Source: an optimization exercise on an open RTL-to-GDS flow (aim: small area, a short achievable clock period and few clock cycles). Production flows keep margins and buffers that such runs may drop.
Where RTL was checked, it was by simulation tests only, not by an equivalence proof against the original.
The RTL of run 1 was laid out without a check of its function.
No driver is modelled on the clock port, so clocking that relies on it looks cheaper here than on a real chip.
No activity file was given, so power comes from the tool's default toggle rates.

## design/flow/config.mk

```make
export PLATFORM = sky130hd
export DESIGN_NAME = cs281_dl_rx
export DESIGN_NICKNAME = cs281_dl_rx
export VERILOG_FILES = /design/flow/design.v
export SDC_FILE = /design/flow/constraint.sdc
export NUM_CORES = 4
export LEC_CHECK = 0
export ABC_CLOCK_PERIOD_IN_PS = 2500
export CAP_MARGIN = 20
export CORE_MARGIN = 2
export CORE_UTILIZATION = 40
export CTS_BUF_LIST = sky130_fd_sc_hd__clkbuf_16
export CTS_CLUSTER_DIAMETER = 100
export CTS_CLUSTER_SIZE = 30
export PLACE_DENSITY = 0.6
export SLEW_MARGIN = 20
```

## design/flow/constraint.sdc

```tcl
create_clock -name core_clock -period 8.0 [get_ports {clk}]
set_input_delay 1.6000 -clock core_clock [delete_from_list [all_inputs] [get_ports {clk}]]
set_output_delay 1.6000 -clock core_clock [all_outputs]
set_load 0.01 [all_outputs]
```

## design/flow/design.v

```verilog
module cs281_dl_rx (
    input  wire       clk,
    input  wire       rst,         
    input  wire       in_valid,
    input  wire [7:0] in_data,
    output wire       in_ready,
    output wire       ev_valid,
    input  wire       ev_ready,
    output wire [1:0] ev_kind,
    output wire [7:0] ev_data,
    output wire       ev_last,
    output wire [7:0] fault
);
    localparam [7:0] START = 8'h7B;
    localparam [7:0] STOP  = 8'h7D;
    localparam [7:0] ESC   = 8'h5C;
    localparam integer N  = 64;         
    localparam integer RP = 19;         
    localparam integer SQ = 6;          
    localparam [5:0] DR_AL = N - RP;    
    localparam [5:0] DW_EM = 1 - RP;    
    localparam [1:0] KIND_BYTE     = 2'd0;
    localparam [1:0] KIND_EMPTY    = 2'd1;
    localparam [1:0] KIND_MISMATCH = 2'd2;
    localparam [1:0] KIND_FRAMING  = 2'd3;
    reg  [7:0] ring [0:N-1];
    reg  [5:0] dr, dw;
    reg        rempty;
    reg        dwem;                    
    reg        full;                    
    reg        qe;                      
    reg        p_esc, p_hi0;            
    reg        wpar;                    
    reg        q0s;                     
    reg        f_any, f_ovf;            
    reg  [SQ-1:0] sq;                   
    reg  [SQ-1:0] th;                   
    reg           push_q, good_q;       
    reg        r_pos0, r_esc, r_emit, r_stop;    
    reg        fc_start, fc_esc, fc_rc, fc_la;   
    reg        in_ready_q;
    reg        wr_ok_q;                 
    reg        wr_en_q;                 
    reg        ev_valid_q, skip_q;      
    reg  [1:0] ev_kind_q;
    reg        ev_last_q;
    wire qfull   = full && !th[0] && !push_q;
    wire accept  = in_valid && in_ready_q;
    wire wr      = in_valid && wr_en_q;
    wire comp    = (in_data == STOP) && !qe && !p_esc;
    wire push    = wr && comp;
    wire good    = p_hi0 && !wpar;
    wire consume = skip_q || (ev_valid_q && ev_ready);
    wire pop     = skip_q && r_stop;    
    integer i;
    always @(posedge clk) begin
        ring[0] <= wr_ok_q ? in_data : ring[N-1];
        for (i = 1; i < N; i = i + 1)
            ring[i] <= ring[i-1];
    end
    wire rempty_n = !wr && (rempty || (consume && dwem));
    wire dw1_n    = wr || (dw == 6'd2);
    wire dr1_n    = !(wr && rempty) && !consume && (dr == 6'd2);
    wire wr_ok_n  = rempty_n || (dw1_n && !dr1_n);
    always @(posedge clk) begin
        if (rst) begin
            rempty <= 1'b1;
        end else begin
            rempty <= rempty_n;
        end
        dw   <= wr ? 6'd1 : dw - 6'd1;
        dr   <= (wr && rempty) ? 6'd0 : consume ? dr : dr - 6'd1;
        dwem <= !wr && (dw == DW_EM + 6'd1);
        if (rst)
            full <= 1'b0;
        else if (wr && !consume)
            full <= !rempty && (dr == 6'd2);     
        else if (consume && !wr)
            full <= 1'b0;
    end
    wire f_any_n = f_any || (accept && (qfull || (comp && !q0s)));
    wire full_n  = (wr && !consume) ? (!rempty && (dr == 6'd2))
                 : (consume && !wr) ? 1'b0 : full;
    wire th0_n   = push_q || (pop ? th[1] : th[0]);
    wire qfull_n = full_n && !th0_n && !wr;
    wire hold_n  = f_any || (accept && (qfull || (!qe && !q0s)));
    wire sq_room = !th[SQ-2] && !(th[SQ-3] && push_q);
    always @(posedge clk) begin
        if (rst) begin
            qe    <= 1'b1;
            f_any <= 1'b0;
            f_ovf <= 1'b0;
            in_ready_q <= 1'b1;
            wr_ok_q    <= 1'b1;
            wr_en_q    <= 1'b1;
        end else begin
            f_any <= f_any_n;
            if (accept && qfull) f_ovf <= 1'b1;
            in_ready_q <= !hold_n && sq_room && (qfull_n || wr_ok_n);
            wr_ok_q    <= wr_ok_n;
            wr_en_q    <= !hold_n && sq_room && !qfull_n && wr_ok_n;
            if (wr) begin
                qe   <= comp;
                wpar <= !qe && (wpar ^ (^in_data));
            end
        end
    end
    always @(posedge clk) begin
        if (wr) begin
            p_esc <= (in_data == ESC);
            p_hi0 <= (in_data[7:1] == 7'd0);
            if (qe) q0s <= (in_data == START);
        end
    end
    integer k;
    always @(posedge clk) begin
        if (rst) begin
            push_q <= 1'b0;
        end else begin
            push_q <= push;
        end
        good_q <= good;
        if (rst) begin
            th <= {SQ{1'b0}};
        end else if (push_q && !pop) begin
            th <= {th[SQ-2:0], 1'b1};
        end else if (pop && !push_q) begin
            th <= {1'b0, th[SQ-1:1]};
        end
        for (k = 0; k < SQ; k = k + 1) begin
            if (push_q && (pop ? (th[k] && (k == SQ-1 || !th[k+1]))
                               : ((k == 0 || th[k-1]) && !th[k])))
                sq[k] <= good_q;
            else if (pop)
                sq[k] <= (k == SQ-1) ? 1'b0 : sq[k+1];
        end
    end
    wire [7:0] m0 = ring[RP-1];
    wire [7:0] m1 = ring[RP-2];
    wire [7:0] m2 = ring[RP-3];
    wire [7:0] m3 = ring[RP-4];
    wire m0_esc  = (m0 == ESC);
    wire m1_esc  = (m1 == ESC);
    wire nf_start = (m0 == START);
    wire nf_esc   = m0_esc;
    wire nf_rc    = (m1 == STOP) && !m0_esc;
    wire nf_la    = ((m2 == STOP) && !m1_esc) || (m1_esc && (m3 == STOP) && (m2 != ESC));
    always @(posedge clk) begin
        fc_start <= nf_start;
        fc_esc   <= nf_esc;
        fc_rc    <= nf_rc;
        fc_la    <= nf_la;
    end
    reg a_pos0, a_esc, a_emit, a_stop;
    always @(*) begin
        a_pos0 = 1'b0;
        a_esc  = r_esc;
        a_emit = r_emit;
        a_stop = 1'b0;
        if (r_stop) begin
            a_pos0 = 1'b1; a_esc = 1'b0; a_emit = 1'b0;
        end else if (r_pos0) begin
            a_stop = !fc_start || fc_rc;
        end else if (fc_rc) begin
            a_stop = 1'b1;
        end else if (!r_esc && fc_esc) begin
            a_esc = 1'b1;
        end else begin
            a_esc = 1'b0;
            if (sq[0]) a_emit = 1'b1;
        end
    end
    function automatic [3:0] beat;      
        input pos0, esc, emitd, stop, g;
        begin
            beat = 4'b0_00_1;
            if (stop) begin
                beat = 4'b0_00_1;
            end else if (pos0) begin
                beat = {1'b1, nf_start ? KIND_MISMATCH : KIND_FRAMING, 1'b1};
                if (nf_start && !nf_rc) beat[3] = 1'b0;
            end else if (nf_rc) begin
                beat = {!g || !emitd, g ? KIND_EMPTY : KIND_MISMATCH, 1'b1};
            end else if (esc || !nf_esc) begin
                beat = {g, KIND_BYTE, nf_la};
            end
        end
    endfunction
    wire       act1 = !dwem && (th[1] || (th[0] && !r_stop));
    wire       g1   = r_stop ? sq[1] : sq[0];
    wire [3:0] b1   = beat(a_pos0, a_esc, a_emit, a_stop, g1);
    wire       act0 = !rempty && th[0] && (dr == DR_AL + 6'd1);
    wire [3:0] b0   = beat(r_pos0, r_esc, r_emit, r_stop, sq[0]);
    always @(posedge clk) begin
        if (rst) begin
            r_pos0 <= 1'b1;
            r_esc  <= 1'b0;
            r_emit <= 1'b0;
            r_stop <= 1'b0;
            ev_valid_q <= 1'b0;
            skip_q     <= 1'b0;
        end else begin
            if (consume) begin
                r_pos0 <= a_pos0;
                r_esc  <= a_esc;
                r_emit <= a_emit;
                r_stop <= a_stop;
            end
            ev_valid_q <= consume ? (act1 &&  b1[3]) : (act0 &&  b0[3]);
            skip_q     <= consume ? (act1 && !b1[3]) : (act0 && !b0[3]);
        end
        ev_kind_q <= consume ? b1[2:1] : b0[2:1];
        ev_last_q <= consume ? b1[0]   : b0[0];
    end
    assign in_ready = in_ready_q;
    assign ev_valid = ev_valid_q;
    assign ev_kind  = ev_kind_q;
    assign ev_data  = ring[RP];
    assign ev_last  = ev_last_q;
    assign fault    = {2'b00, f_any, f_ovf, 4'b0000};
endmodule
```

## design/flow/flow/run.sh

```bash
#!/bin/bash
# Standard layout, with a tighter timing-repair target, faster port buffers,
# and the clock tree's root buffer removed after CTS (flow/post_cts.tcl).
set -euo pipefail
bash standard.sh SETUP_SLACK_MARGIN=5.3 "BUFFER_PORTS_ARGS=-buffer_cell sky130_fd_sc_hd__buf_2" POST_CTS_TCL=$PWD/flow/post_cts.tcl finish > standard_flow.log 2>&1
```

## design/flow/flow/post_cts.tcl

```tcl
set root_pins [get_pins -of_objects [get_nets clk] -filter "direction == input"]
set root [get_cells -of_objects $root_pins]
if { [llength $root_pins] == 1 } {
  set next [get_pins -of_objects [get_nets -of_objects [get_pins -of_objects $root -filter "direction == output"]] -filter "direction == input"]
  if { [llength $next] <= 4 } {
    puts "post_cts: removing clock root buffer [get_full_name $root]"
    remove_buffers $root
    estimate_parasitics -placement
    repair_timing_helper
    detailed_placement
    check_placement -verbose
  }
}
```

## design/flow/standard.sh

```bash
#!/bin/bash
# synth_recipe.tcl (not shown) runs the flow's synth.tcl, then flattens the netlist and writes it again
# the make line also repeats each setting of config.mk as NAME=value (left out here)
make -C /OpenROAD-flow-scripts/flow DESIGN_CONFIG=/design/flow/config.mk WORK_HOME=/design/flow/orfs CLKGATE_MAP_FILE= SYNTH_SCRIPT=/design/flow/synth_recipe.tcl "${@:-finish}"
```

==> flow_summary.yaml, run 1 <==
status:
  run_status: "timing/DRC/antenna clean"
detailed_routing:
  route.vias.total: 5396
  drt_wl_total_um: 15500
  dr.pass1.iters: 4
  via_per_inst: 4.09
  drt_iter0_drc: 360
  route.detailed.drc: 0
  wl_per_cell_um: 11.8
  antenna_left: 0
synthesis:
  synthMuxAreaShare: 0.0145
  yosys.area_share.simple: 0.0513
  synth.avg_cell_area_um2: 15.6
  netlist_instances: 839
  yosys_warnings: 4
  async_flop_share: 0
  synth_fa_ha_area_frac: 0.0134
  synth-edff-count: 10
  synth_xor_xnor_area_share: 0.00802
  synth_top_family_by_area: "simple AND/OR/NAND/NOR gates"
  synth_area_mm2: 0.0131
  synth_cell_types: 53
  synth_seq_cells: 563
  synth_compound_area_frac: 0.0303
  synthFlopType: "dfxtp_1"
  ys_seq_area_frac: 0.868
min_path:
  min_from: "ring[2][4]$_DFF_P_"
  holdPathEnd: "ring[3][4]$_DFF_P_"
  hp-class: "reg -> reg"
  hold_depth: 0
placed_design:
  finalWeightedCongestion: 0.769
  hpwl_um: 9580
  portBuffers: 26
  pre_cts_ws_ns: 4.97
timing:
  skew_ns: 0.00798
  finalMaxSlewViolations: 0
  fmax_ghz: 0.384
  setup_viol: 0
  rsz0062_at_grt: "no"
  worst_pin_slew_ns: 0.630
  slew_headroom: 0.579
  finalCritPeriodShare: 0.325
  final.setup.tns_ns: 0
  setup_slack_ns: 5.40
  layout_min_cycle_time_ns: 2.60
  hold_viol: 0
power_and_ir_drop:
  peakVddDrop_uv: 225
  p_int_uw: 3640
  switchingPower_uw: 912
  clockPowerShare: 0.274
  power.leakage_uw: 0.00572
  powerDensity_mw_per_mm2: 319
  p_seq_frac: 0.697
  switching_share: 0.200
  comb_power_share: 0.030
critical_path:
  reg2reg_depth: 5
  cp-end-kind: "flip-flop"
  r2r_slack_ns: 5.71
  reg2reg_from: "r_stop$_SDFFE_PP0N_"
  path_class: "in -> reg"
  worstPathRequired_ns: 8.30
  r2r-end: "sq[1]$_DFFE_PP_"
  cp_max_fo: 13
  arrival_ns: 2.90
  startpoint_type: "primary input"
grt:
  grt_pass1_wl_um: 24900
  grt_overflow_total: 0
  grt_pass1_vias: 4998
  antenna_found_initial: 0
  grtUsageTotal: 0.0906
  grt_max_degree: 32
  grt_use_met2: 0.129
  globalRouteMet3Util: 0.0163
  grt.met1_usage: 0.138
  top_usage_layer: "met1"
floorplanning:
  io_pins: 33
  dieArea_mm2: 0.0342
  die_x_um: 185
  initial_core_util: 0.405
  core_mm2: 0.0324
  die_y_um: 185
  rows: 66
flow_run:
  cap_violations: 0
finish:
  diodes: 0
  nets: 899
  layout-drive-gt1-share: 0.0925
  nFillCells: 2877
  area.growth.synth_to_final_pct: 9.07
clock_tree:
  clkTransAtPathRegs_ns: 0.11
  clkSinkCount: 563
  cts_tree: "built"
  clk_latency_ns: 0.41
## metrics by stage
step	utilization	std cells	power [uW]	hold slack, ns	cell area, um^2
global placement	0.423	1290	3360	0.310	13700
finish	0.441	1318	4550	0.329	14300
global route	0.441	1318	4740	0.329	14300
floorplan	-	844	3300	0.310	13100
detailed placement	0.423	1290	3370	0.312	13700
## routing by layer
| layer | share of wire | vias up |
|---|---|---|
| met3 | 0.042 | 30 |
| met4 | 0.027 | 0 |
| met1 | 0.54 | 2524 |
| met5 | 0 | - |
| li1 | - | 2761 |
| met2 | 0.39 | 81 |
## critical path, cell delays in order
cell     delay, ns
buf_2         0.11
a21o_1        0.30
or4_1         0.49
nor3_1        0.20
xnor2_1       0.14
nor2_1        0.05
## worst max path at each step
stage | cells past startpoint | slack [ns] | from | to
after floorplan | 6 | 5.32 | in_valid | in_ready_q$_SDFF_PP1_
after detailed placement | 6 | 4.97 | in_valid | in_ready_q$_SDFF_PP1_
final | 6 | 5.40 | ev_ready | dr[5]$_SDFFE_PP0P_
after global routing | 6 | 5.34 | ev_ready | dr[5]$_SDFFE_PP0P_
after global placement | 6 | 4.97 | ev_ready | dr[5]$_SDFFE_PP0P_
## cell type report
class	count	area [um^2]	area share
Sequential cell	563	11400	0.796
Multi-Input combinational cell	240	1560	0.109
Tap cell	442	553	0.0387
Clock buffer	22	551	0.0385
Timing Repair Buffer	29	153	0.0107
Inverter	18	71.3	0.00499
Clock inverter	4	20.0	0.00140
## state kept, by name (all words and copies together) (netlist names), 2 cells and up
signal     flops
dw             6
ring         512
th             6
sq             6
dr             6
ev_kind_q      2
## cell usage in the layout (no fill, tap or decap), drive strengths merged, types with 7 or more instances in the layout
cell      n
edfxtp   10
mux2     13
ha       14
nand3     7
buf      29
nor2     31
inv      21
nand2    37
o21ai     8
xnor2     8
dfxtp   553
clkbuf   22
nor2b     7
a21oi    22
nor3     10
## power by group through the flow
stage,Combinational [uW],Clock (uW),Sequential [uW]
3_5_place_dp,134,0,3230
5_1_grt,153,1390,3200
3_3_place_gp,130,0,3230
6_report,135,1250,3170
2_1_floorplan,105,0,3200
## cell usage after synthesis, drive strengths merged, types with 3 or more instances
| library cell | number | area share |
|---|---|---|
| a211oi | 5 | 0.0029 |
| a21o | 5 | 0.0031 |
| a21oi | 22 | 0.0084 |
| a31oi | 3 | 0.0014 |
| and3 | 5 | 0.0024 |
| buf | 12 | 0.0061 |
| clkbuf | 11 | 0.0032 |
| dfxtp | 553 | 0.84 |
| edfxtp | 10 | 0.023 |
| ha | 14 | 0.013 |
| inv | 18 | 0.0052 |
| mux2 | 13 | 0.011 |
| mux2i | 4 | 0.0031 |
| nand2 | 37 | 0.011 |
| nand2b | 3 | 0.0014 |
| nand3 | 7 | 0.0027 |
| nand4 | 3 | 0.0014 |
| nand4b | 6 | 0.0040 |
| nor2 | 31 | 0.0091 |
| nor2b | 7 | 0.0033 |
| nor3 | 10 | 0.0038 |
| nor4 | 3 | 0.0014 |
| o21ai | 8 | 0.0031 |
| or3 | 4 | 0.0020 |
| or4 | 4 | 0.0023 |
| xnor2 | 8 | 0.0053 |
| xor2 | 4 | 0.0027 |
## logic make-up (layout without fill, tap and decap cells)
| group | count (synthesis) | count (layout) |
|---|---|---|
| AOI/OAI and AO/OA | 60 | 60 |
| xor gates and xnor gates | 12 | 12 |
| adders and majority gates | 14 | 14 |
| buffers and inverters | 41 | 73 |
| DFF | 563 | 563 |
| muxes | 17 | 17 |
| other | 1 | 6 |
| and+or+nand+nor | 131 | 131 |
==> run 2: changes to the inputs <==
--- a/design/flow/design.v
+++ b/design/flow/design.v
@@ -17,8 +17,26 @@
     localparam integer N  = 64;         
     localparam integer RP = 19;         
     localparam integer SQ = 6;          
-    localparam [5:0] DR_AL = N - RP;    
-    localparam [5:0] DW_EM = 1 - RP;    
+    function automatic [5:0] step;
+        input [5:0] x;
+        begin
+            step = {x[4:0], x[5] ^ x[4] ^ (x[4:0] == 5'd0)};
+        end
+    endfunction
+    function automatic [5:0] ofs;
+        input integer v;
+        integer j;
+        begin
+            ofs = 6'd0;
+            for (j = 0; j < ((64 - (v % 64)) % 64); j = j + 1)
+                ofs = step(ofs);
+        end
+    endfunction
+    localparam [5:0] O_0     = ofs(0);
+    localparam [5:0] O_1     = ofs(1);
+    localparam [5:0] O_2     = ofs(2);
+    localparam [5:0] O_DWEM1 = ofs(1 - RP + 1 + 64);
+    localparam [5:0] O_DRAL1 = ofs(N - RP + 1);
     localparam [1:0] KIND_BYTE     = 2'd0;
     localparam [1:0] KIND_EMPTY    = 2'd1;
     localparam [1:0] KIND_MISMATCH = 2'd2;
@@ -59,8 +77,8 @@
             ring[i] <= ring[i-1];
     end
     wire rempty_n = !wr && (rempty || (consume && dwem));
-    wire dw1_n    = wr || (dw == 6'd2);
-    wire dr1_n    = !(wr && rempty) && !consume && (dr == 6'd2);
+    wire dw1_n    = wr || (dw == O_2);
+    wire dr1_n    = !(wr && rempty) && !consume && (dr == O_2);
     wire wr_ok_n  = rempty_n || (dw1_n && !dr1_n);
     always @(posedge clk) begin
         if (rst) begin
@@ -68,18 +86,18 @@
         end else begin
             rempty <= rempty_n;
         end
-        dw   <= wr ? 6'd1 : dw - 6'd1;
-        dr   <= (wr && rempty) ? 6'd0 : consume ? dr : dr - 6'd1;
-        dwem <= !wr && (dw == DW_EM + 6'd1);
+        dw   <= wr ? O_1 : step(dw);
+        dr   <= (wr && rempty) ? O_0 : consume ? dr : step(dr);
+        dwem <= !wr && (dw == O_DWEM1);
         if (rst)
             full <= 1'b0;
         else if (wr && !consume)
-            full <= !rempty && (dr == 6'd2);     
+            full <= !rempty && (dr == O_2);     
         else if (consume && !wr)
             full <= 1'b0;
     end
     wire f_any_n = f_any || (accept && (qfull || (comp && !q0s)));
-    wire full_n  = (wr && !consume) ? (!rempty && (dr == 6'd2))
+    wire full_n  = (wr && !consume) ? (!rempty && (dr == O_2))
                  : (consume && !wr) ? 1'b0 : full;
     wire th0_n   = push_q || (pop ? th[1] : th[0]);
     wire qfull_n = full_n && !th0_n && !wr;
@@ -189,7 +207,7 @@
     wire       act1 = !dwem && (th[1] || (th[0] && !r_stop));
     wire       g1   = r_stop ? sq[1] : sq[0];
     wire [3:0] b1   = beat(a_pos0, a_esc, a_emit, a_stop, g1);
-    wire       act0 = !rempty && th[0] && (dr == DR_AL + 6'd1);
+    wire       act0 = !rempty && th[0] && (dr == O_DRAL1);
     wire [3:0] b0   = beat(r_pos0, r_esc, r_emit, r_stop, sq[0]);
     always @(posedge clk) begin
         if (rst) begin
==> design/flow/flow/run.sh (replaced) <==
#!/bin/bash
# Standard layout, with a tighter timing-repair target, faster port buffers,
# and the clock tree's root buffer removed after CTS (flow/post_cts.tcl).
set -euo pipefail
bash standard.sh SETUP_SLACK_MARGIN=5.7 "BUFFER_PORTS_ARGS=-buffer_cell sky130_fd_sc_hd__buf_2" POST_CTS_TCL=$PWD/flow/post_cts.tcl finish > standard_flow.log 2>&1
==> flow_summary.yaml, run 2 <==
synthesis:
  synth_compound_area_frac: 0.0304
  synth.avg_cell_area_um2: 15.6
  yosys.area_share.simple: 0.0531
  synth_cell_types: 60
  synth_area_leader_cell: "dfxtp_1"
  synthFlopType: "dfxtp_1"
  synth_xor_xnor_area_share: 0.00469
  synth_area_mm2: 0.0131
  ys_seq_area_frac: 0.870
  ys_top_cells_by_count: "553 x dfxtp_1, 46 x nand2_1, 28 x nor2_1"
  synth_top_family_by_area: "simple AND/OR/NAND/NOR gates"
  yosys-top-cells-area: "dfxtp_1 85%, edfxtp_1 2.3%, nand2_1 1.3%"
  synth_seq_cells: 563
  async_flop_share: 0
  synth_top_cell_area_share: 0.847
  yosys_warnings: 4
  synth-edff-count: 10
  synth_fa_ha_area_frac: 0.0124
  yosysMostFrequentCell: "dfxtp_1"
  synthMuxAreaShare: 0.0138
  netlist_instances: 836
min_path:
  min_from: "ring[47][5]$_DFF_P_"
  holdPathEnd: "ring[48][5]$_DFF_P_"
  hp-class: "reg -> reg"
  hold_depth: 0
detailed_routing:
  route.vias.total: 5372
  wl_per_cell_um: 11.9
  dr.pass1.iters: 4
  via_per_inst: 4.07
  antenna_left: 0
  drt_iter0_drc: 215
  drt_wl_total_um: 15700
  route.detailed.drc: 0
power_and_ir_drop:
  switchingPower_uw: 849
  powerDensity_mw_per_mm2: 296
  p_seq_frac: 0.694
  p_int_uw: 3500
  power.leakage_uw: 0.00585
  peakVddDrop_uv: 157
  comb_power_share: 0.023
  switching_share: 0.195
  clockPowerShare: 0.283
finish:
  seqCellArea_mm2: 0.0114
  layout-drive-gt1-share: 0.134
  nets: 899
  regMostFlops: "ring"
  final_util: 0.454
  final_common_cell: "dfxtp_1"
  largest_reg_flops: 512
  nFillCells: 2893
  layout_common_cells: "540 x dfxtp_1, 43 x nand2_1, 28 x nor2_1"
  area.growth.synth_to_final_pct: 12.3
  multiInputGateArea_mm2: 0.00171
  fin_cells: 1321
timing:
  slew_headroom: 0.591
  finalMaxSlewViolations: 0
  fmax_ghz: 0.396
  layout_min_cycle_time_ns: 2.52
  setup_viol: 0
  finalCritPeriodShare: 0.315
  final.setup.tns_ns: 0
  skew_ns: 0.0163
  rsz0062_at_grt: "yes"
  worst_pin_slew_ns: 0.608
  hold_viol: 0
critical_path:
  cp_max_fo: 3
  reg2reg_depth: 5
  reg2reg_from: "r_stop$_SDFFE_PP0N_"
  path_delay_family: "flip-flops"
  worstPathRequired_ns: 6.40
  cp_num_buf_inv: 1
  path_cells: "buf_6"
  r2r_slack_ns: 5.91
  critPathMaxStageDelay_ns: 0.41
  r2r-end: "sq[1]$_DFFE_PP_"
  startpoint_type: "flip-flop"
  path_class: "reg -> out"
  arrival_ns: 0.92
  cp-end-kind: "primary output"
  cp_num_cells: 1
  worst_path_max_delay_cell: "dfxtp_4"
grt:
  grt_max_degree: 32
  grt_pass1_vias: 5244
  grt_overflow_total: 0
  antenna_found_initial: 0
  grtUsageTotal: 0.0950
  grt_pass1_wl_um: 26300
flow_run:
  cap_violations: 0
clock_tree:
  clkTransAtPathRegs_ns: 0.10
  clkSinkCount: 563
  cts_tree: "built"
  clk_latency_ns: 0.41
placed_design:
  hpwl_um: 9500
  dp_cells: 1286
  portBuffers: 26
  finalWeightedCongestion: 0.742
floorplanning:
  rows: 66
  initial_core_util: 0.404
  die_y_um: 185
  core_mm2: 0.0324
  die_x_um: 185
  io_pins: 33
  dieArea_mm2: 0.0341
status:
  run_status: "timing/DRC/antenna clean"
==> run 2: changes by cell type after synthesis, sizes merged, moves of 3 or more <==
cell   delta
xnor2     -3
nor2      -3
and2      +4
nand2    +10
nand3     -3
o21ai     +4
or3       -3
a21o      -4
==> run 2: stage by stage <==
step | worst slack [ns] | power, uW | cell area (um^2) | hold slack, ns
2_1_floorplan | 5.42 | 3130 | 13300 | 0.310
3_3_place_gp | 5.12 | 3170 | 13800 | 0.310
3_5_place_dp | 5.07 | 3170 | 13800 | 0.312
5_1_grt | 5.45 | 4520 | 14700 | 0.335
6_report | 5.48 | 4350 | 14700 | 0.328
==> run 2: cell families after synthesis <==
logic type,count (synthesis)
mux,16
other cells,1
compound gates,62
buf+inv,42
flops,563
xor+xnor,7
simple gates,132
fa+ha+maj,13
==> run 2: worst max-delay path by stage <==
stage                            endpoint                 from  slack (ns)
floorplan                  wpar$_DFFE_PP_           in_data[5]        5.42
global placement         f_any$_SDFF_PP0_           in_data[5]        5.12
detailed placement  in_ready_q$_SDFF_PP1_             in_valid        5.07
global route                   ev_data[0]  ring[19][0]$_DFF_P_        5.45
finish                         ev_data[0]  ring[19][0]$_DFF_P_        5.48
==> run 2: power by group through the flow <==
stage               registers [uW]  clock network, uW  logic, uW
floorplan                     3060                  0       64.8
global placement              3080                  0       82.0
detailed placement            3080                  0       83.0
global route                  3040               1370        110
finish                        3020               1230       99.4
==> run 2: layout make-up <==
cell class                 count  share of cell area
antenna                        3            0.000511
sequential                   563               0.777
timing repair buffer          33              0.0226
clock inverter                 4             0.00222
tap                          442              0.0377
clock buffer                  21              0.0358
inverter                      19             0.00767
multi-input combinational    236               0.117
==> run 2: worst reg2reg max path, cell delays in order, from the launching register on <==
cell and delay (ns):
dfxtp_1 0.62, and2_2 0.37, inv_2 0.14, and3_1 0.20, o21ai_1 0.19, mux2_1 0.34
==> run 2: routing by layer <==
| metal | vias up | wire (um) | global-route usage |
|---|---|---|---|
| li1 | 2743 | - | - |
| met1 | 2554 | 8360 | 0.139 |
| met5 | - | 0 | 0 |
| met3 | 25 | 589 | 0.0192 |
| met4 | 0 | 314 | 0.0219 |
| met2 | 50 | 6430 | 0.145 |
Testbench counts of run 2, summed over its fixed seeds: cycles 24,382.
==> run 3: changes to the inputs <==
==> design/flow/flow/run.sh (replaced) <==
#!/bin/bash
# Standard layout, with a tighter timing-repair target, faster port buffers,
# and the clock tree's root buffer removed after CTS (flow/post_cts.tcl).
set -euo pipefail
bash standard.sh SETUP_SLACK_MARGIN=5.6 "BUFFER_PORTS_ARGS=-buffer_cell sky130_fd_sc_hd__buf_2" POST_CTS_TCL=$PWD/flow/post_cts.tcl finish > standard_flow.log 2>&1
==> flow_summary.yaml, run 3 <==
detailed_routing:
  wl_per_cell_um: 12.0
  route.vias.total: 5311
  route.detailed.drc: 0
  drt_iter0_drc: 199
  drt_wl_total_um: 15800
  antenna_left: 0
  via_per_inst: 4.04
  dr.pass1.iters: 4
floorplanning:
  core_mm2: 0.0324
  die_x_um: 185
  initial_core_util: 0.404
  die_y_um: 185
  rows: 66
  dieArea_mm2: 0.0341
  io_pins: 33
finish:
  regMostFlops: "ring"
  largest_reg_flops: 512
  area.growth.synth_to_final_pct: 11.0
  diodes: 0
  seqCellArea_mm2: 0.0114
  final_common_cell: "dfxtp_1"
  layout-drive-gt1-share: 0.121
  layout_common_cells: "541 x dfxtp_1, 45 x nand2_1, 28 x nor2_1"
  nets: 896
  multiInputGateArea_mm2: 0.00164
  nFillCells: 2904
critical_path:
  cp-end-kind: "primary output"
  path_cells: "buf_6"
  cp_num_buf_inv: 1
  critPathMaxStageDelay_ns: 0.38
  cp_max_fo: 2
  startpoint_type: "flip-flop"
  worst_path_max_delay_cell: "dfxtp_4"
  worstPathRequired_ns: 6.40
  r2r_slack_ns: 5.81
  path_class: "reg -> out"
  path_delay_family: "flip-flops"
  arrival_ns: 0.91
synthesis:
  synth_seq_cells: 563
  synth-edff-count: 10
  netlist_instances: 836
  synth_top_cell_area_share: 0.847
  synth.avg_cell_area_um2: 15.6
  synth_area_leader_cell: "dfxtp_1"
  yosys-top-cells-area: "dfxtp_1 85%, edfxtp_1 2.3%, nand2_1 1.3%"
  async_flop_share: 0
  yosysMostFrequentCell: "dfxtp_1"
  synthFlopType: "dfxtp_1"
  yosys_warnings: 4
  ys_top_cells_by_count: "553 x dfxtp_1, 46 x nand2_1, 28 x nor2_1"
  ys_seq_area_frac: 0.870
  synth_area_mm2: 0.0131
  synth_cell_types: 60
timing:
  setup_viol: 0
  layout_min_cycle_time_ns: 2.51
  slew_headroom: 0.648
  rsz0062_at_grt: "yes"
  worst_pin_slew_ns: 0.524
  final.setup.tns_ns: 0
  hold_viol: 0
  fmax_ghz: 0.398
  finalCritPeriodShare: 0.314
  finalMaxSlewViolations: 0
  skew_ns: 0.0152
power_and_ir_drop:
  switchingPower_uw: 853
  powerDensity_mw_per_mm2: 299
  totalPowerFinal_uw: 4340
  peakVddDrop_uv: 195
  switching_share: 0.196
  comb_power_share: 0.020
  clockPowerShare: 0.285
  p_int_uw: 3490
  power.leakage_uw: 0.00581
  p_seq_frac: 0.695
placed_design:
  hpwl_um: 9380
  portBuffers: 26
  finalWeightedCongestion: 0.754
grt:
  grt_pass1_vias: 5126
  grt_pass1_wl_um: 26000
  grtUsageTotal: 0.0944
  grt_max_degree: 32
  grt_overflow_total: 0
  antenna_found_initial: 0
clock_tree:
  clk_latency_ns: 0.41
  clkSinkCount: 563
  cts_tree: "built"
  clkTransAtPathRegs_ns: 0.11
min_path:
  hp-class: "reg -> reg"
flow_run:
  cap_violations: 0
status:
  run_status: "timing/DRC/antenna clean"
-- run 3: cell counts after synthesis --
No cell type changed its count.
-- run 3: routing by layer --
layer  wire length (um)  track usage
met5                  0            0
met4                380       0.0267
met3                563       0.0186
met2               6440        0.142
met1               8390        0.138
-- run 3: path summary, 6_finish.rpt --
path / startpoint / to / depth (start not counted)
hold reg to reg: ring[36][6]$_DFF_P_ / ring[37][6]$_DFF_P_ / 0
hold / removal: ring[36][6]$_DFF_P_ / ring[37][6]$_DFF_P_ / 0
setup / recovery: ring[19][1]$_DFF_P_ / ev_data[1] / 1
setup reg to reg: r_stop$_SDFFE_PP0N_ / sq[1]$_DFFE_PP_ / 5
-- run 3: per-stage QoR --
| stage | worst slack, ns | instance area (um^2) | util | cells | hold slack, ns |
|---|---|---|---|---|---|
| 2_1_floorplan | 5.42 | 13300 | - | 841 | 0.310 |
| 3_3_place_gp | 5.10 | 13800 | 0.426 | 1286 | 0.310 |
| 3_5_place_dp | 5.08 | 13800 | 0.426 | 1286 | 0.312 |
| 5_1_grt | 5.45 | 14500 | 0.448 | 1315 | 0.332 |
| 6_report | 5.49 | 14500 | 0.448 | 1315 | 0.327 |
-- run 3: power groups by stage --
stage                     combinational, uW  sequential (uW)  clock, uW
after floorplan                        64.1             3060          0
after detailed placement               82.6             3080          0
after global placement                 82.2             3080          0
final                                  87.1             3020       1240
after global routing                   98.8             3040       1400
-- run 3: cells by family (layout without fill, tap and decap cells) --
logic type | after synthesis | in the layout | share of synthesized area
xor gates and xnor gates | 7 | 7 | 0.00469
adders and majority gates | 13 | 13 | 0.0124
DFF | 563 | 563 | 0.870
AOI/OAI and AO/OA | 62 | 62 | 0.0304
and+or+nand+nor | 132 | 132 | 0.0531
muxes | 16 | 16 | 0.0138
other | 1 | 6 | 0.000287
buffers and inverters | 42 | 74 | 0.0150
-- run 3: layout make-up --
cell class              instances  area share
clock inverters                 4     0.00224
well taps                     442      0.0381
inverters                      19     0.00733
repair buffers                 30      0.0167
flip-flops and latches        563       0.786
multi-input cells             236       0.113
clock buffers                  21      0.0362
==> run 4: changes to the inputs <==
==> design/flow/flow/run.sh (replaced) <==
#!/bin/bash
# Standard layout, with a tighter timing-repair target, faster port buffers,
# and the clock tree's root buffer removed after CTS (flow/post_cts.tcl).
set -euo pipefail
bash standard.sh SETUP_SLACK_MARGIN=5.4 "BUFFER_PORTS_ARGS=-buffer_cell sky130_fd_sc_hd__buf_2" POST_CTS_TCL=$PWD/flow/post_cts.tcl finish > standard_flow.log 2>&1
==> flow_summary.yaml, run 4 <==
critical_path:
  startpoint_type: "flip-flop"
  path_delay_family: "flip-flops"
  worst_path_max_delay_cell: "dfxtp_4"
  cp_num_buf_inv: 1
  reg2reg_from: "r_stop$_SDFFE_PP0N_"
  worstPathRequired_ns: 6.40
  r2r_slack_ns: 5.85
  critPathMaxStageDelay_ns: 0.42
  cp-end-kind: "primary output"
  arrival_ns: 0.94
  reg2reg_depth: 5
  cp_max_fo: 2
  path_cells: "buf_6"
  r2r-end: "sq[1]$_DFFE_PP_"
  path_class: "reg -> out"
synthesis:
  yosys_warnings: 4
  synth_cell_types: 60
  synth.avg_cell_area_um2: 15.6
  synth_area_leader_cell: "dfxtp_1"
  synth_top_cell_area_share: 0.847
  synth-edff-count: 10
  ys_top_cells_by_count: "553 x dfxtp_1, 46 x nand2_1, 28 x nor2_1"
  yosysMostFrequentCell: "dfxtp_1"
  synth_seq_cells: 563
  synth_area_mm2: 0.0131
  yosys-top-cells-area: "dfxtp_1 85%, edfxtp_1 2.3%, nand2_1 1.3%"
  synthFlopType: "dfxtp_1"
  netlist_instances: 836
  async_flop_share: 0
  ys_seq_area_frac: 0.870
timing:
  finalCritPeriodShare: 0.318
  fmax_ghz: 0.393
  setup_viol: 0
  rsz0062_at_grt: "no"
  layout_min_cycle_time_ns: 2.54
  final.setup.tns_ns: 0
  skew_ns: 0.0110
  slew_headroom: 0.554
  hold_viol: 0
  hold_slack_ns: 0.328
  finalMaxSlewViolations: 0
  worst_pin_slew_ns: 0.663
detailed_routing:
  via_per_inst: 4.09
  route.detailed.drc: 0
  route.vias.total: 5377
  drt_wl_total_um: 15400
  drt_iter0_drc: 212
  antenna_left: 0
  dr.pass1.iters: 4
  wl_per_cell_um: 11.7
floorplanning:
  die_x_um: 185
  io_pins: 33
  dieArea_mm2: 0.0341
  rows: 66
  initial_core_util: 0.404
  die_y_um: 185
  core_mm2: 0.0324
placed_design:
  dpl_cell_area_mm2: 0.0137
  dp_cells: 1286
  hpwl_um: 9240
  portBuffers: 26
  finalWeightedCongestion: 0.747
clock_tree:
  clk_latency_ns: 0.40
  cts_tree: "built"
  clkTransAtPathRegs_ns: 0.11
  clkSinkCount: 563
finish:
  fin_cells: 1316
  final_common_cell: "dfxtp_1"
  layout_common_cells: "541 x dfxtp_1, 45 x nand2_1, 28 x nor2_1"
  regMostFlops: "ring"
  nets: 897
  area.growth.synth_to_final_pct: 10.5
  diodes: 0
  largest_reg_flops: 512
  design_area_mm2: 0.0144
  layout-drive-gt1-share: 0.113
min_path:
  holdPathEnd: "ring[8][0]$_DFF_P_"
  hold_depth: 0
  min_from: "ring[7][0]$_DFF_P_"
  hp-class: "reg -> reg"
flow_run:
  cap_violations: 0
grt:
  grt_overflow_total: 0
  antenna_found_initial: 0
  grt_max_degree: 32
  grt_pass1_wl_um: 25900
  grtUsageTotal: 0.0936
  grt_pass1_vias: 5148
power_and_ir_drop:
  peakVddDrop_uv: 162
  power.leakage_uw: 0.00580
  totalPowerFinal_uw: 4350
  powerDensity_mw_per_mm2: 301
status:
  run_status: "timing/DRC/antenna clean"
run 4: changes by cell type in the layout (fill, tap and decap cells not counted), moves of 2 or more:
cell	before	now
buf_2	11	14
inv_2	3	6
ha_1	7	9
ha_4	6	4
inv_12	2	0
xnor2_1	3	5
xnor2_2	2	0
run 4: metrics by stage:
step | util | worst slack [ns]
2_1_floorplan | - | 5.40
3_3_place_gp | 0.423 | 5.04
3_5_place_dp | 0.423 | 5.00
5_1_grt | 0.446 | 5.43
6_report | 0.446 | 5.46
run 4: final cells by class:
type,instances,area (um^2)
Tap cell,442,553
Clock buffer,22,551
Clock inverter,3,25.0
Inverter,19,71.3
Sequential cell,563,11400
Fill cell,2884,17900
Timing Repair Buffer,31,243
Multi-Input combinational cell,236,1590
run 4: cells by family after synthesis:
family,count (synthesis),synth area share
compound gates,62,0.0304
xor+xnor,7,0.00469
fa+ha+maj,13,0.0124
buf+inv,42,0.0150
flops,563,0.870
mux,16,0.0138
other cells,1,0.000287
simple gates,132,0.0531
run 4: worst max path at each step:
| stage | start | endpoint | slack, ns | cells after the start |
|---|---|---|---|---|
| 5_1_grt | ring[19][5]$_DFF_P_ | ev_data[5] | 5.43 | 1 |
| 3_5_place_dp | in_valid | in_ready_q$_SDFF_PP1_ | 5.00 | 7 |
| 2_1_floorplan | in_data[7] | wpar$_DFFE_PP_ | 5.40 | 6 |
| 6_report | ring[19][5]$_DFF_P_ | ev_data[5] | 5.46 | 1 |
| 3_3_place_gp | in_valid | in_ready_q$_SDFF_PP1_ | 5.04 | 7 |
run 4: metal layers:
metal	vias to the layer above	wire, um	track usage
met3	32	499	0.0170
met4	0	343	0.0241
met1	2543	8170	0.138
met2	66	6360	0.142
li1	2736	-	-
met5	-	0	0
run 4: where the power goes:
part | internal, uW | switching, uW | leakage, uW
combinational | 39.7 | 43.4 | 0.000821
sequential | 2970 | 54.1 | 0.00470
clock | 502 | 742 | 0.000287
total | 3510 | 840 | 0.00580
==> run 5: changes to the inputs <==
==> design/flow/flow/run.sh (replaced) <==
#!/bin/bash
# Standard layout, with a tighter timing-repair target, faster port buffers,
# and the clock tree's root buffer removed after CTS (flow/post_cts.tcl).
set -euo pipefail
bash standard.sh SETUP_SLACK_MARGIN=5.5 "BUFFER_PORTS_ARGS=-buffer_cell sky130_fd_sc_hd__buf_2" POST_CTS_TCL=$PWD/flow/post_cts.tcl finish > standard_flow.log 2>&1
--- a/design/flow/config.mk
+++ b/design/flow/config.mk
@@ -12,5 +12,6 @@
 export CTS_BUF_LIST = sky130_fd_sc_hd__clkbuf_16
 export CTS_CLUSTER_DIAMETER = 100
 export CTS_CLUSTER_SIZE = 30
+export GPL_TIMING_DRIVEN = 1
 export PLACE_DENSITY = 0.6
 export SLEW_MARGIN = 20
==> flow_summary.yaml, run 5 <==
status:
  run_status: "timing/DRC/antenna clean"
floorplanning:
  io_pins: 33
  rows: 66
  die_y_um: 185
  die_x_um: 185
  dieArea_mm2: 0.0341
  initial_core_util: 0.404
  core_mm2: 0.0324
finish:
  multiInputGateArea_mm2: 0.00164
  layout-drive-gt1-share: 0.117
  largest_reg_flops: 512
  nFillCells: 2887
  area.growth.synth_to_final_pct: 10.8
  diodes: 0
  layout_common_cells: "541 x dfxtp_1, 45 x nand2_1, 28 x nor2_1"
  nets: 895
  final_common_cell: "dfxtp_1"
  final_util: 0.447
  regMostFlops: "ring"
  seqCellArea_mm2: 0.0114
timing:
  setup_viol: 0
  hold_slack_ns: 0.322
  final.setup.tns_ns: 0
  slew_headroom: 0.564
  skew_ns: 0.0223
  hold_viol: 0
  rsz0062_at_grt: "yes"
  setup_slack_ns: 5.49
  layout_min_cycle_time_ns: 2.51
  worst_pin_slew_ns: 0.649
  finalCritPeriodShare: 0.314
  fmax_ghz: 0.398
  finalMaxSlewViolations: 0
detailed_routing:
  route.vias.total: 5348
  drt_iter0_drc: 221
  wl_met1_um: 8440
  route.detailed.drc: 0
  dr.pass1.iters: 4
  wl_met2_um: 6190
  drt_wl_total_um: 15500
  wl_per_cell_um: 11.8
  via_per_inst: 4.07
  antenna_left: 0
  highest_layer: "met4"
  met3WireLength_um: 437
synthesis:
  synth_cell_types: 60
  synth.avg_cell_area_um2: 15.6
  yosysMostFrequentCell: "dfxtp_1"
  ys_top_cells_by_count: "553 x dfxtp_1, 46 x nand2_1, 28 x nor2_1"
  synth_seq_cells: 563
  async_flop_share: 0
  yosys-top-cells-area: "dfxtp_1 85%, edfxtp_1 2.3%, nand2_1 1.3%"
  yosys_warnings: 4
  netlist_instances: 836
  synth-edff-count: 10
  synth_area_leader_cell: "dfxtp_1"
  synthFlopType: "dfxtp_1"
  synth_top_cell_area_share: 0.847
  ys_seq_area_frac: 0.870
  synth_area_mm2: 0.0131
grt:
  grtUsageTotal: 0.0932
  grt_overflow_total: 0
  grt_max_degree: 32
  grt_pass1_wl_um: 26000
  grt_pass1_vias: 5325
  antenna_found_initial: 1
placed_design:
  portBuffers: 26
  pre_cts_ws_ns: 4.97
  finalWeightedCongestion: 0.738
  hpwl_um: 9330
power_and_ir_drop:
  power.leakage_uw: 0.00580
  p_seq_frac: 0.695
  powerDensity_mw_per_mm2: 300
  comb_power_share: 0.020
  clockPowerShare: 0.285
  p_int_uw: 3490
  peakVddDrop_uv: 197
  switchingPower_uw: 852
  switching_share: 0.196
critical_path:
  worstPathRequired_ns: 6.40
  r2r_slack_ns: 5.85
  critPathMaxStageDelay_ns: 0.40
  path_class: "reg -> out"
  cp-end-kind: "primary output"
  path_cells: "buf_6"
  worst_path_max_delay_cell: "dfxtp_4"
  cp_num_buf_inv: 1
  startpoint_type: "flip-flop"
  arrival_ns: 0.91
  cp_max_fo: 2
  path_delay_family: "flip-flops"
clock_tree:
  clkTransAtPathRegs_ns: 0.10
  clkSinkCount: 563
  cts_tree: "built"
  clk_latency_ns: 0.42
min_path:
  hp-class: "reg -> reg"
flow_run:
  cap_violations: 0
==> run 5: cell types whose count changed in the layout (fill, tap and decap cells not counted), moves of 2 or more <==
cell | previous run | this run
inv_4 | 0 | 2
ha_1 | 9 | 7
inv_12 | 0 | 2
inv_2 | 6 | 3
ha_4 | 4 | 6
xnor2_2 | 0 | 2
xnor2_1 | 5 | 3
==> run 5: power by group through the flow <==
stage	logic, uW	clock network, uW	registers, uW
2_1_floorplan	62.7	0	3060
3_3_place_gp	81.2	0	3080
3_5_place_dp	82.4	0	3080
5_1_grt	101	1380	3040
6_report	87.8	1240	3020
==> run 5: cell families (layout without fill, tap and decap cells) <==
family / count (synthesis) / in the layout / synth area share
flip-flops: 563 / 563 / 0.870
AND/OR/NAND/NOR: 132 / 132 / 0.0531
AO/OA/AOI/OAI: 62 / 62 / 0.0304
buffers and inverters: 42 / 73 / 0.0150
multiplexers: 16 / 16 / 0.0138
adder cells (fa/ha/maj): 13 / 13 / 0.0124
XOR/XNOR: 7 / 7 / 0.00469
other: 1 / 6 / 0.000287
==> run 5: path summary, 6_finish.rpt <==
| kind | startpoint | endpoint | cells after the start |
|---|---|---|---|
| max reg2reg | r_stop$_SDFFE_PP0N_ | sq[1]$_DFFE_PP_ | 5 |
| min | ring[44][5]$_DFF_P_ | ring[45][5]$_DFF_P_ | 0 |
| max | ring[19][6]$_DFF_P_ | ev_data[6] | 1 |
| min reg2reg | ring[44][5]$_DFF_P_ | ring[45][5]$_DFF_P_ | 0 |
==> run 5: final cells by class <==
| cell class | count | area share |
|---|---|---|
| clock buffers | 21 | 0.0363 |
| multi-input cells | 236 | 0.113 |
| inverters | 19 | 0.00700 |
| repair buffers | 29 | 0.0159 |
| flip-flops and latches | 563 | 0.787 |
| clock inverters | 4 | 0.00225 |
| well taps | 442 | 0.0382 |
==> run 5: through the flow <==
stage	cell area [um^2]	instances	total power, uW
3_3_place_gp	13800	1286	3160
6_report	14500	1314	4340
2_1_floorplan	13200	841	3130
3_5_place_dp	13800	1286	3170
5_1_grt	14500	1314	4520
==> run 5: metal layers <==
layer	vias to the layer above	GRT usage
li1	2729	-
met1	2529	0.137
met2	61	0.140
met3	29	0.0156
met4	0	0.0286
met5	-	0
==> run 5: worst register-to-register path, cell delays in order, from the launching register on <==
cell and delay [ns]:
dfxtp_1 0.57, and2_1 0.42, inv_2 0.18, and3_1 0.22, o21ai_1 0.19, mux2_1 0.34
==> run 6: changes to the inputs <==
--- a/design/flow/config.mk
+++ b/design/flow/config.mk
@@ -12,6 +12,5 @@
 export CTS_BUF_LIST = sky130_fd_sc_hd__clkbuf_16
 export CTS_CLUSTER_DIAMETER = 100
 export CTS_CLUSTER_SIZE = 30
-export GPL_TIMING_DRIVEN = 1
 export PLACE_DENSITY = 0.6
 export SLEW_MARGIN = 20
==> flow_summary.yaml, run 6 <==
status:
  run_status: "timing/DRC/antenna clean"
critical_path:
  crit_path_start: "ring[19][6]$_DFF_P_"
  worst_path_max_delay_cell: "dfxtp_4"
  reg2reg_from: "r_stop$_SDFFE_PP0N_"
  critPathMaxStageDelay_ns: 0.40
  cp-end-kind: "primary output"
  cp_num_buf_inv: 1
  r2r_slack_ns: 5.85
  arrival_ns: 0.91
  path_cells: "buf_6"
  cp_max_fo: 2
  startpoint_type: "flip-flop"
  worstPathRequired_ns: 6.40
  path_class: "reg -> out"
  path_delay_family: "flip-flops"
synthesis:
  synth_top_cell_area_share: 0.847
  yosysMostFrequentCell: "dfxtp_1"
  yosys_warnings: 4
  ys_top_cells_by_count: "553 x dfxtp_1, 46 x nand2_1, 28 x nor2_1"
  synth_area_mm2: 0.0131
  netlist_instances: 836
  synth_seq_cells: 563
  ys_seq_area_frac: 0.870
  synthFlopType: "dfxtp_1"
  yosys-top-cells-area: "dfxtp_1 85%, edfxtp_1 2.3%, nand2_1 1.3%"
  async_flop_share: 0
  synth-edff-count: 10
  synth_area_leader_cell: "dfxtp_1"
  synth.avg_cell_area_um2: 15.6
  synth_cell_types: 60
clock_tree:
  cts_tree: "built"
  clk_latency_ns: 0.42
  clkTransAtPathRegs_ns: 0.10
  clkSinkCount: 563
min_path:
  hp-class: "reg -> reg"
  min_from: "ring[44][5]$_DFF_P_"
placed_design:
  dp_cells: 1286
  portBuffers: 26
  finalWeightedCongestion: 0.738
  pre_cts_ws_ns: 4.97
  dpl_cell_area_mm2: 0.0138
  hpwl_um: 9330
timing:
  layout_min_cycle_time_ns: 2.51
  fmax_ghz: 0.398
  slew_headroom: 0.564
  hold_viol: 0
  rsz0062_at_grt: "yes"
  setup_slack_ns: 5.49
  skew_ns: 0.0223
  finalMaxSlewViolations: 0
  worst_pin_slew_ns: 0.649
  setup_viol: 0
  final.setup.tns_ns: 0
  finalCritPeriodShare: 0.314
detailed_routing:
  wl_per_cell_um: 11.8
  via_per_inst: 4.07
  dr.pass1.iters: 4
  route.vias.total: 5348
  drt_iter0_drc: 221
  drt_wl_total_um: 15500
  antenna_left: 0
  route.detailed.drc: 0
finish:
  area.growth.synth_to_final_pct: 10.8
  multiInputGateArea_mm2: 0.00164
  final_common_cell: "dfxtp_1"
  seqCellArea_mm2: 0.0114
  regMostFlops: "ring"
  nets: 895
  design_area_mm2: 0.0145
  fin_cells: 1314
  diodes: 0
  nFillCells: 2887
  largest_reg_flops: 512
  layout-drive-gt1-share: 0.117
  layout_common_cells: "541 x dfxtp_1, 45 x nand2_1, 28 x nor2_1"
flow_run:
  cap_violations: 0
grt:
  grtUsageTotal: 0.0932
  grt_pass1_wl_um: 26000
  grt_pass1_vias: 5325
  grt_max_degree: 32
  grt_overflow_total: 0
  antenna_found_initial: 1
power_and_ir_drop:
  switchingPower_uw: 852
  switching_share: 0.196
  p_int_uw: 3490
  comb_power_share: 0.020
  p_seq_frac: 0.695
  peakVddDrop_uv: 197
  clockPowerShare: 0.285
  powerDensity_mw_per_mm2: 300
  power.leakage_uw: 0.00580
floorplanning:
  initial_core_util: 0.404
  die_y_um: 185
  die_x_um: 185
  core_mm2: 0.0324
  rows: 66
  dieArea_mm2: 0.0341
  io_pins: 33
run 6: cell counts in the layout (fill, tap and decap cells not counted):
No cell type changed its count.
run 6: worst paths after layout:
check                                            to  depth (start not counted)
worst min-delay path            ring[45][5]$_DFF_P_                          0
worst max register to register      sq[1]$_DFFE_PP_                          5
worst max-delay path                     ev_data[6]                          1
worst min register to register  ring[45][5]$_DFF_P_                          0
run 6: cells by family (layout without fill, tap and decap cells):
logic type      after synthesis  count (layout)  share of synthesized area
mux                          16              16                     0.0138
fa+ha+maj                    13              13                     0.0124
simple gates                132             132                     0.0531
buf+inv                      42              73                     0.0150
xor+xnor                      7               7                    0.00469
compound gates               62              62                     0.0304
flops                       563             563                      0.870
other cells                   1               6                   0.000287
run 6: layer usage:
metal,track usage,wire length [um]
met3,0.0156,437
met1,0.137,8440
met5,0,0
met2,0.140,6190
met4,0.0286,429
run 6: stage by stage:
stage,utilization,hold WS [ns],total power [uW]
floorplan,-,0.310,3130
global placement,0.425,0.310,3160
detailed placement,0.425,0.312,3170
global route,0.447,0.331,4520
finish,0.447,0.322,4340
run 6: power by group through the flow:
| stage | clock network, uW | registers (uW) | logic [uW] |
|---|---|---|---|
| 3_5_place_dp | 0 | 3080 | 82.4 |
| 2_1_floorplan | 0 | 3060 | 62.7 |
| 3_3_place_gp | 0 | 3080 | 81.2 |
| 6_report | 1240 | 3020 | 87.8 |
| 5_1_grt | 1380 | 3040 | 101 |
run 6: cell type report:
| cell class | count | area share |
|---|---|---|
| Clock inverter | 4 | 0.00225 |
| Tap cell | 442 | 0.0382 |
| Inverter | 19 | 0.00700 |
| Multi-Input combinational cell | 236 | 0.113 |
| Clock buffer | 21 | 0.0363 |
| Sequential cell | 563 | 0.787 |
| Timing Repair Buffer | 29 | 0.0159 |
==> run 7: changes to the inputs <==
--- a/design/flow/config.mk
+++ b/design/flow/config.mk
@@ -8,9 +8,9 @@
 export ABC_CLOCK_PERIOD_IN_PS = 2500
 export CAP_MARGIN = 20
 export CORE_MARGIN = 2
-export CORE_UTILIZATION = 40
+export CORE_UTILIZATION = 55
 export CTS_BUF_LIST = sky130_fd_sc_hd__clkbuf_16
 export CTS_CLUSTER_DIAMETER = 100
 export CTS_CLUSTER_SIZE = 30
-export PLACE_DENSITY = 0.6
+export PLACE_DENSITY = 0.68
 export SLEW_MARGIN = 20
==> flow_summary.yaml, run 7 <==
finish:
  regMostFlops: "ring"
  fin_cells: 1190
  nets: 895
  final_common_cell: "dfxtp_1"
  layout-drive-gt1-share: 0.115
  area.growth.synth_to_final_pct: 9.55
  layout_common_cells: "541 x dfxtp_1, 45 x nand2_1, 28 x nor2_1"
  diodes: 0
  seqCellArea_mm2: 0.0114
  multiInputGateArea_mm2: 0.00162
  largest_reg_flops: 512
  nFillCells: 1767
critical_path:
  cp_num_cells: 1
  critPathMaxStageDelay_ns: 0.38
  path_delay_family: "flip-flops"
  path_cells: "buf_6"
  cp_max_fo: 2
  worstPathRequired_ns: 6.40
  cp-end-kind: "primary output"
  path_class: "reg -> out"
  reg2reg_depth: 5
  cp_num_buf_inv: 1
  worst_path_max_delay_cell: "dfxtp_4"
  startpoint_type: "flip-flop"
  arrival_ns: 0.91
timing:
  final.setup.tns_ns: 0
  worst_pin_slew_ns: 0.602
  slew_headroom: 0.595
  hold_slack_ns: 0.322
  skew_ns: 0.0149
  finalMaxSlewViolations: 0
  rsz0062_at_grt: "yes"
  layout_min_cycle_time_ns: 2.51
  finalCritPeriodShare: 0.313
  fmax_ghz: 0.399
  hold_viol: 0
  setup_viol: 0
power_and_ir_drop:
  peakVddDrop_uv: 190
  powerDensity_mw_per_mm2: 302
  power.leakage_uw: 0.00580
placed_design:
  finalWeightedCongestion: 0.742
  dp_cells: 1163
  hpwl_um: 9320
  portBuffers: 26
grt:
  grt_pass1_vias: 5233
  grt_overflow_total: 0
  antenna_found_initial: 0
  grt_max_degree: 32
  grt_pass1_wl_um: 25700
  grtUsageTotal: 0.128
status:
  run_status: "timing/DRC/antenna clean"
synthesis:
  synth-edff-count: 10
  synth.avg_cell_area_um2: 15.6
  synth_top_cell_area_share: 0.847
  synth_area_mm2: 0.0131
  yosys-top-cells-area: "dfxtp_1 85%, edfxtp_1 2.3%, nand2_1 1.3%"
  synthFlopType: "dfxtp_1"
  ys_top_cells_by_count: "553 x dfxtp_1, 46 x nand2_1, 28 x nor2_1"
  yosysMostFrequentCell: "dfxtp_1"
  synth_area_leader_cell: "dfxtp_1"
  synth_cell_types: 60
  ys_seq_area_frac: 0.870
  yosys_warnings: 4
  netlist_instances: 836
  async_flop_share: 0
  synth_seq_cells: 563
detailed_routing:
  met3WireLength_um: 488
  wl_per_cell_um: 12.9
  wl_met2_um: 6340
  via_per_inst: 4.51
  drt_iter0_drc: 212
  route.vias.total: 5372
  dr.pass1.iters: 4
  antenna_left: 0
  route.detailed.drc: 0
  highest_layer: "met4"
  drt_wl_total_um: 15300
  wl_met1_um: 8150
clock_tree:
  clk_latency_ns: 0.40
  clkSinkCount: 563
  clkTransAtPathRegs_ns: 0.10
  cts_tree: "built"
floorplanning:
  die_x_um: 158
  dieArea_mm2: 0.0250
  initial_core_util: 0.558
  io_pins: 33
  die_y_um: 158
  core_mm2: 0.0234
  rows: 56
min_path:
  hold_depth: 0
  hp-class: "reg -> reg"
flow_run:
  cap_violations: 0
-- run 7: cell type report --
class | instances | area share
repair buffers | 29 | 0.0163
well taps | 319 | 0.0279
clock buffers | 21 | 0.0367
flip-flops and latches | 563 | 0.797
inverters | 19 | 0.00708
clock inverters | 3 | 0.00201
multi-input cells | 236 | 0.113
-- run 7: routing by layer --
layer | up-vias | global-route usage
met5 | - | 0
li1 | 2730 | -
met1 | 2542 | 0.192
met2 | 73 | 0.197
met3 | 27 | 0.0211
met4 | 0 | 0.0317
-- run 7: kinds of logic after synthesis --
family / synth area share
DFF: 0.870
and+or+nand+nor: 0.0531
AOI/OAI and AO/OA: 0.0304
buffers and inverters: 0.0150
muxes: 0.0138
adders and majority gates: 0.0124
xor gates and xnor gates: 0.00469
other: 0.000287
-- run 7: final timing paths --
path / startpoint / endpoint / slack [ns]
min reg2reg: ring[10][5]$_DFF_P_ / ring[11][5]$_DFF_P_ / 0.32
max reg2reg: r_stop$_SDFFE_PP0N_ / sq[1]$_DFFE_PP_ / 5.85
max: ring[19][6]$_DFF_P_ / ev_data[6] / 5.49
min: ring[10][5]$_DFF_P_ / ring[11][5]$_DFF_P_ / 0.32
-- run 7: report_power, final --
group / internal [uW] / switching [uW]
clock network: 483 / 738
registers: 2970 / 53.9
logic: 42.0 / 44.8
total: 3490 / 837
-- run 7: metrics by stage --
| step | area [um^2] | setup slack [ns] | utilization | total power (uW) |
|---|---|---|---|---|
| 2_1_floorplan | 13200 | 5.42 | - | 3130 |
| 3_3_place_gp | 13600 | 5.07 | 0.582 | 3160 |
| 3_5_place_dp | 13600 | 5.00 | 0.582 | 3170 |
| 5_1_grt | 14300 | 5.45 | 0.612 | 4490 |
| 6_report | 14300 | 5.49 | 0.612 | 4330 |
==> run 8: changes to the inputs <==
==> design/flow/config.mk (replaced) <==
export PLATFORM = sky130hd
export DESIGN_NAME = cs281_dl_rx
export DESIGN_NICKNAME = cs281_dl_rx
export VERILOG_FILES = /design/flow/design.v
export SDC_FILE = /design/flow/constraint.sdc
export NUM_CORES = 4
export LEC_CHECK = 0
export ABC_CLOCK_PERIOD_IN_PS = 2500
export CAP_MARGIN = 10
export CORE_MARGIN = 2
export CORE_UTILIZATION = 40
export CTS_BUF_LIST = sky130_fd_sc_hd__clkbuf_16
export CTS_CLUSTER_DIAMETER = 100
export CTS_CLUSTER_SIZE = 30
export PLACE_DENSITY = 0.6
export SLEW_MARGIN = 10
==> flow_summary.yaml, run 8 <==
clock_tree:
  clkSinkCount: 563
  cts_tree: "built"
  clk_latency_ns: 0.42
  clkTransAtPathRegs_ns: 0.10
synthesis:
  yosysMostFrequentCell: "dfxtp_1"
  ys_seq_area_frac: 0.870
  synth.avg_cell_area_um2: 15.6
  yosys_warnings: 4
  ys_top_cells_by_count: "553 x dfxtp_1, 46 x nand2_1, 28 x nor2_1"
  netlist_instances: 836
  async_flop_share: 0
  synth_area_mm2: 0.0131
  synth_cell_types: 60
  synth_seq_cells: 563
  synth_top_cell_area_share: 0.847
  synth_area_leader_cell: "dfxtp_1"
  synthFlopType: "dfxtp_1"
  yosys-top-cells-area: "dfxtp_1 85%, edfxtp_1 2.3%, nand2_1 1.3%"
  synth-edff-count: 10
critical_path:
  cp-end-kind: "primary output"
  reg2reg_depth: 5
  worst_path_max_delay_cell: "dfxtp_4"
  startpoint_type: "flip-flop"
  path_delay_family: "flip-flops"
  path_class: "reg -> out"
  path_cells: "buf_6"
  cp_num_buf_inv: 1
  r2r_slack_ns: 5.85
  arrival_ns: 0.91
  r2r-end: "sq[1]$_DFFE_PP_"
  critPathMaxStageDelay_ns: 0.40
  cp_num_cells: 1
  reg2reg_from: "r_stop$_SDFFE_PP0N_"
  worstPathRequired_ns: 6.40
  cp_max_fo: 2
detailed_routing:
  via_per_inst: 4.07
  wl_per_cell_um: 11.8
  drt_wl_total_um: 15500
  dr.pass1.iters: 4
  drt_iter0_drc: 221
  route.vias.total: 5348
  met3WireLength_um: 437
  wl_met2_um: 6190
  route.detailed.drc: 0
  antenna_left: 0
  wl_met1_um: 8440
  highest_layer: "met4"
floorplanning:
  io_pins: 33
  initial_core_util: 0.404
  rows: 66
  dieArea_mm2: 0.0341
  core_mm2: 0.0324
  die_x_um: 185
  die_y_um: 185
placed_design:
  portBuffers: 26
  dpl_cell_area_mm2: 0.0138
  finalWeightedCongestion: 0.738
  hpwl_um: 9330
timing:
  finalMaxSlewViolations: 0
  final.setup.tns_ns: 0
  worst_pin_slew_ns: 0.649
  rsz0062_at_grt: "yes"
  skew_ns: 0.0223
  slew_headroom: 0.564
  layout_min_cycle_time_ns: 2.51
  fmax_ghz: 0.398
  setup_viol: 0
  finalCritPeriodShare: 0.314
  hold_viol: 0
finish:
  layout-drive-gt1-share: 0.117
  final_common_cell: "dfxtp_1"
  layout_common_cells: "541 x dfxtp_1, 45 x nand2_1, 28 x nor2_1"
  largest_reg_flops: 512
  area.growth.synth_to_final_pct: 10.8
  regMostFlops: "ring"
  design_area_mm2: 0.0145
  nFillCells: 2887
  nets: 895
  diodes: 0
power_and_ir_drop:
  peakVddDrop_uv: 197
  power.leakage_uw: 0.00580
  powerDensity_mw_per_mm2: 300
grt:
  grtUsageTotal: 0.0932
  grt_pass1_vias: 5325
  grt_max_degree: 32
  grt_pass1_wl_um: 26000
  grt_overflow_total: 0
  antenna_found_initial: 1
min_path:
  min_from: "ring[44][5]$_DFF_P_"
  hp-class: "reg -> reg"
  holdPathEnd: "ring[45][5]$_DFF_P_"
  hold_depth: 0
flow_run:
  cap_violations: 0
status:
  run_status: "timing/DRC/antenna clean"
-- run 8: stage by stage --
stage / worst slack (ns) / power, uW / hold WS, ns / utilization / cells
global route: 5.45 / 4520 / 0.331 / 0.447 / 1314
detailed placement: 4.97 / 3170 / 0.312 / 0.425 / 1286
global placement: 5.06 / 3160 / 0.310 / 0.425 / 1286
finish: 5.49 / 4340 / 0.322 / 0.447 / 1314
floorplan: 5.42 / 3130 / 0.310 / - / 841
-- run 8: layout make-up --
type	count	area, um^2	area share
clock buffers	21	526	0.0363
flip-flops and latches	563	11400	0.787
well taps	442	553	0.0382
inverters	19	101	0.00700
repair buffers	29	230	0.0159
clock inverters	4	32.5	0.00225
multi-input cells	236	1640	0.113
-- run 8: metal layers --
layer | GRT usage | up-vias
met3 | 0.0156 | 29
met1 | 0.137 | 2529
met5 | 0 | -
met2 | 0.140 | 61
li1 | - | 2729
met4 | 0.0286 | 0
-- run 8: how the worst max path moves through the flow --
stage | end | from | slack (ns)
final | ev_data[6] | ring[19][6]$_DFF_P_ | 5.49
after global routing | ev_data[0] | ring[19][0]$_DFF_P_ | 5.45
after detailed placement | f_any$_SDFF_PP0_ | in_data[5] | 4.97
after global placement | in_ready_q$_SDFF_PP1_ | in_valid | 5.06
after floorplan | wpar$_DFFE_PP_ | in_data[5] | 5.42
-- run 8: power breakdown --
group	internal (uW)	switching [uW]	total, uW
Sequential	2970	53.5	3020
Combinational	42.1	45.7	87.8
Clock	484	753	1240
-- run 8: logic make-up after synthesis --
logic type               after synthesis  synth area share
AND/OR/NAND/NOR                      132            0.0531
flip-flops                           563             0.870
other                                  1          0.000287
XOR/XNOR                               7           0.00469
buffers and inverters                 42            0.0150
multiplexers                          16            0.0138
adder cells (fa/ha/maj)               13            0.0124
AO/OA/AOI/OAI                         62            0.0304

separate check: timing with driven ports:
No port has a modelled driver above. Below, the same layouts with a new extraction and two added sets of constraints. Step 1: set_driving_cell puts a clkbuf_16 on clk and a buf_2 on each other input, an assumption about the parent block. Step 2 also shifts input and output timing later by t, the mid clock arrival at the registers, as if the neighbouring blocks saw the same clock. Three values: ideal ports, drivers, drivers and shift; two values: the first two.
| run | t (ns) | slack for setup (ns) | worst setup path after step 2 | worst data-port slew with drivers (ns) | pins driven straight from the clock port |
|---|---|---|---|---|---|
| run 1 | 0.459 | 5.399 / 5.410 / 4.972 | input to register | 0.06 | 2 |
| run 2 | 0.458 | 5.477 / 5.420 / 5.238 | input to register | 0.08 | 2 |
| run 3 | 0.462 | 5.487 / 5.428 / 5.182 | input to register | 0.04 | 2 |
| run 4 | 0.458 | 5.456 / 5.398 / 5.096 | input to register | 0.03 | 2 |
| run 5 | 0.458 | 5.490 / 5.435 / 5.132 | input to register | 0.07 | 2 |
| run 6 | 0.458 | 5.490 / 5.435 / 5.132 | input to register | 0.07 | 2 |
| run 7 | 0.454 | 5.492 / 5.437 / 5.109 | input to register | 0.03 | 2 |
| run 8 | 0.458 | 5.490 / 5.435 / 5.132 | input to register | 0.07 | 2 |
After both steps every run listed still meets setup and hold. The setup slack of run 1, which loses most, moves by +0.011 ns with the drivers and by -0.427 ns with both steps.
